Background: an optimization exercise with open tools, aiming at small area, a short achievable clock period and few clock cycles per item. Do not read the settings as production practice. Function was checked by simulation only, so behaviour that the tests miss may differ from the original.

// gtd_tone
module gtd_tone (
    input  wire         clk,
    input  wire         rst,             
    input  wire [15:0]  cfg_n,
    input  wire [2:0]   cfg_nt,
    input  wire [17:0]  cfg_coeff0,
    input  wire [17:0]  cfg_coeff1,
    input  wire [17:0]  cfg_coeff2,
    input  wire [17:0]  cfg_coeff3,
    input  wire         cfg_line_src,
    input  wire         cfg_slice_inv,
    input  wire         in_valid,
    output wire         in_ready,
    input  wire [15:0]  in_sample,
    input  wire         clear,
    output reg          res_valid,
    output reg          res_kind,
    output reg  [1:0]   res_sym,
    output reg          res_level,
    output reg          res_level_valid,
    output wire [255:0] res_power
);
    function [26:0] enc;
        input [17:0] v;
        input        f;
        integer i;
        reg [18:0] e;
        begin
            e = {v, 1'b0};
            for (i = 0; i < 9; i = i + 1) begin
                enc[i]      = e[2*i+1] ^ e[2*i];
                enc[9 + i]  = (e[2*i+2] & ~e[2*i+1] & ~e[2*i]) | (~e[2*i+2] & e[2*i+1] & e[2*i]);
                enc[18 + i] = e[2*i+2] ^ f;
            end
        end
    endfunction
    reg         rdy;
    reg  [15:0] wc;
    reg         wfirst;
    reg  [15:0] n_r;
    reg  [2:0]  nt_r;
    reg         inv_r;
    reg  [15:0] x_r;         
    reg         v_r, last_r, src_r;
    reg         rst_r, clear_r;
  ...
Settings: LEC_CHECK=0, ABC_AREA=1, CAP_MARGIN=30, CORE_MARGIN=2, CORE_UTILIZATION=36, PLACE_DENSITY=0.5, SLEW_MARGIN=30; clock period 20.0 ns.
standard.sh (not shown) runs the stock make flow with config.mk's settings and CLKGATE_MAP_FILE= SYNTH_SCRIPT=/design/flow/synth_recipe.tcl, a recipe that flattens the netlist after the stock synthesis.
==> flow/flow/run.sh <==
#!/bin/bash
set -euo pipefail
bash standard.sh SETUP_SLACK_MARGIN=14 MATCH_CELL_FOOTPRINT=0 finish > standard.log 2>&1
The first run finished with timing, DRC and antenna clean.
Testbench counts at the start, summed over its fixed seeds: cycles 11,792, samples 9,600.
Rerun with:
==> flow/run.sh (new file) <==
#!/bin/bash
# synth_recipe.tcl (not shown) runs the flow's synth.tcl, then flattens the netlist and writes it again
# the make line also repeats each setting of config.mk as NAME=value (left out here)
make -C /OpenROAD-flow-scripts/flow DESIGN_CONFIG=/design/flow/config.mk WORK_HOME=/design/flow/orfs CLKGATE_MAP_FILE= SYNTH_SCRIPT=/design/flow/synth_recipe.tcl finish
removed: flow/flow/run.sh
removed: flow/standard.sh
After rerunning: The new run completed with no timing, DRC or antenna violations; setup slack is worse by 2.3 ns; sequential share of layout area increases by 1.2 points; count of clock-buffer cells in the layout increases by 16; worst hold slack improved by 0.0088 ns; register-to-register slack got worse by 2.3 ns; utilization drops by 4.4 points; critical path depth is unchanged; fmax fell by a quarter to a third; die area stays the same.
Rerun with:
==> flow/flow/run.sh (new file) <==
#!/bin/bash
set -euo pipefail
bash standard.sh SETUP_SLACK_MARGIN=14 MATCH_CELL_FOOTPRINT=0 cts > standard_cts.log 2>&1
bash standard.sh MATCH_CELL_FOOTPRINT=0 finish > standard_finish.log 2>&1
==> flow/standard.sh (new file) <==
#!/bin/bash
# synth_recipe.tcl (not shown) runs the flow's synth.tcl, then flattens the netlist and writes it again
# the make line also repeats each setting of config.mk as NAME=value (left out here)
make -C /OpenROAD-flow-scripts/flow DESIGN_CONFIG=/design/flow/config.mk WORK_HOME=/design/flow/orfs CLKGATE_MAP_FILE= SYNTH_SCRIPT=/design/flow/synth_recipe.tcl "${@:-finish}"
removed: flow/run.sh
Effect: Worst setup slack is better by 1.9 ns. Register-to-register slack is better by 1.9 ns. Via count increases by 2.3%. Routed wire length decreases by 0.34%. Fmax increases by 29%. Non-clock buffer count increases by 313. Final area increases by 6.0%. Clock skew increases by 0.037 ns. Global-route usage decreases by 0.15 points.
Rerun with:
==> flow/flow/run.sh (replaced) <==
#!/bin/bash
set -euo pipefail
bash standard.sh SETUP_SLACK_MARGIN=13.5 MATCH_CELL_FOOTPRINT=0 finish > standard.log 2>&1
What happened: Area after synthesis stays the same. Via count drops by about 1.3%. First-iteration DRC count fell by about 3.7%. Worst setup slack gets worse by 0.065 ns. Non-clock buffer count decreases by 157. Count of clock-buffer cells in the layout stays the same.
Rerun with:
==> flow/flow/run.sh (replaced) <==
#!/bin/bash
set -euo pipefail
bash standard.sh SETUP_SLACK_MARGIN=14 MATCH_CELL_FOOTPRINT=0 cts > standard_cts.log 2>&1
bash standard.sh MATCH_CELL_FOOTPRINT=0 finish > standard_finish.log 2>&1
Settings changed: CAP_MARGIN 30 to 20, SLEW_MARGIN 30 to 20.
After rerunning: The changed run finished clean; global-route usage rose by 0.98 points; setup slack improves by 0.17 ns; synthesized cell count is unchanged; die area is unchanged; final cell count rose by 0.52%; synthesized area is unchanged; sequential cell count is unchanged; first-iteration DRC count rose by 4.0%; maximum frequency rose by 2.7%.

[separate check: timing with driven ports]
How much do the figures lean on ideal ports? The routed layouts below were timed once more, with nothing changed but the port constraints. Step 1 (the two cells are an assumption about what drives the block):
set clk [get_ports {clk}]
set_driving_cell -lib_cell sky130_fd_sc_hd__clkbuf_16 $clk
set_driving_cell -lib_cell sky130_fd_sc_hd__buf_2 [delete_from_list [all_inputs] $clk]
Step 2 times the ports against the registers' clock, not the clock port: input delays grow and output delays shrink by t, the midpoint of the rising clock arrivals with the driver on. Slacks: no drivers / after step 1 / after step 2; pairs: no drivers / after step 1.
run	t (ns)	setup WS [ns]	pins driven straight from the clock port
the first run	1.111	13.718 / 13.718 / 12.874	1
the second run	1.109	11.462 / 11.462 / 11.462	1
the third run	1.109	13.396 / 13.396 / 12.838	1
the fourth run	1.115	13.331 / 13.303 / 13.125	1
the fifth run	1.127	13.505 / 13.505 / 12.847	1
After both steps every run listed still meets setup and hold. The setup slack of the first run, which loses most, moves by 0.000 ns with the drivers and by -0.844 ns with both steps.
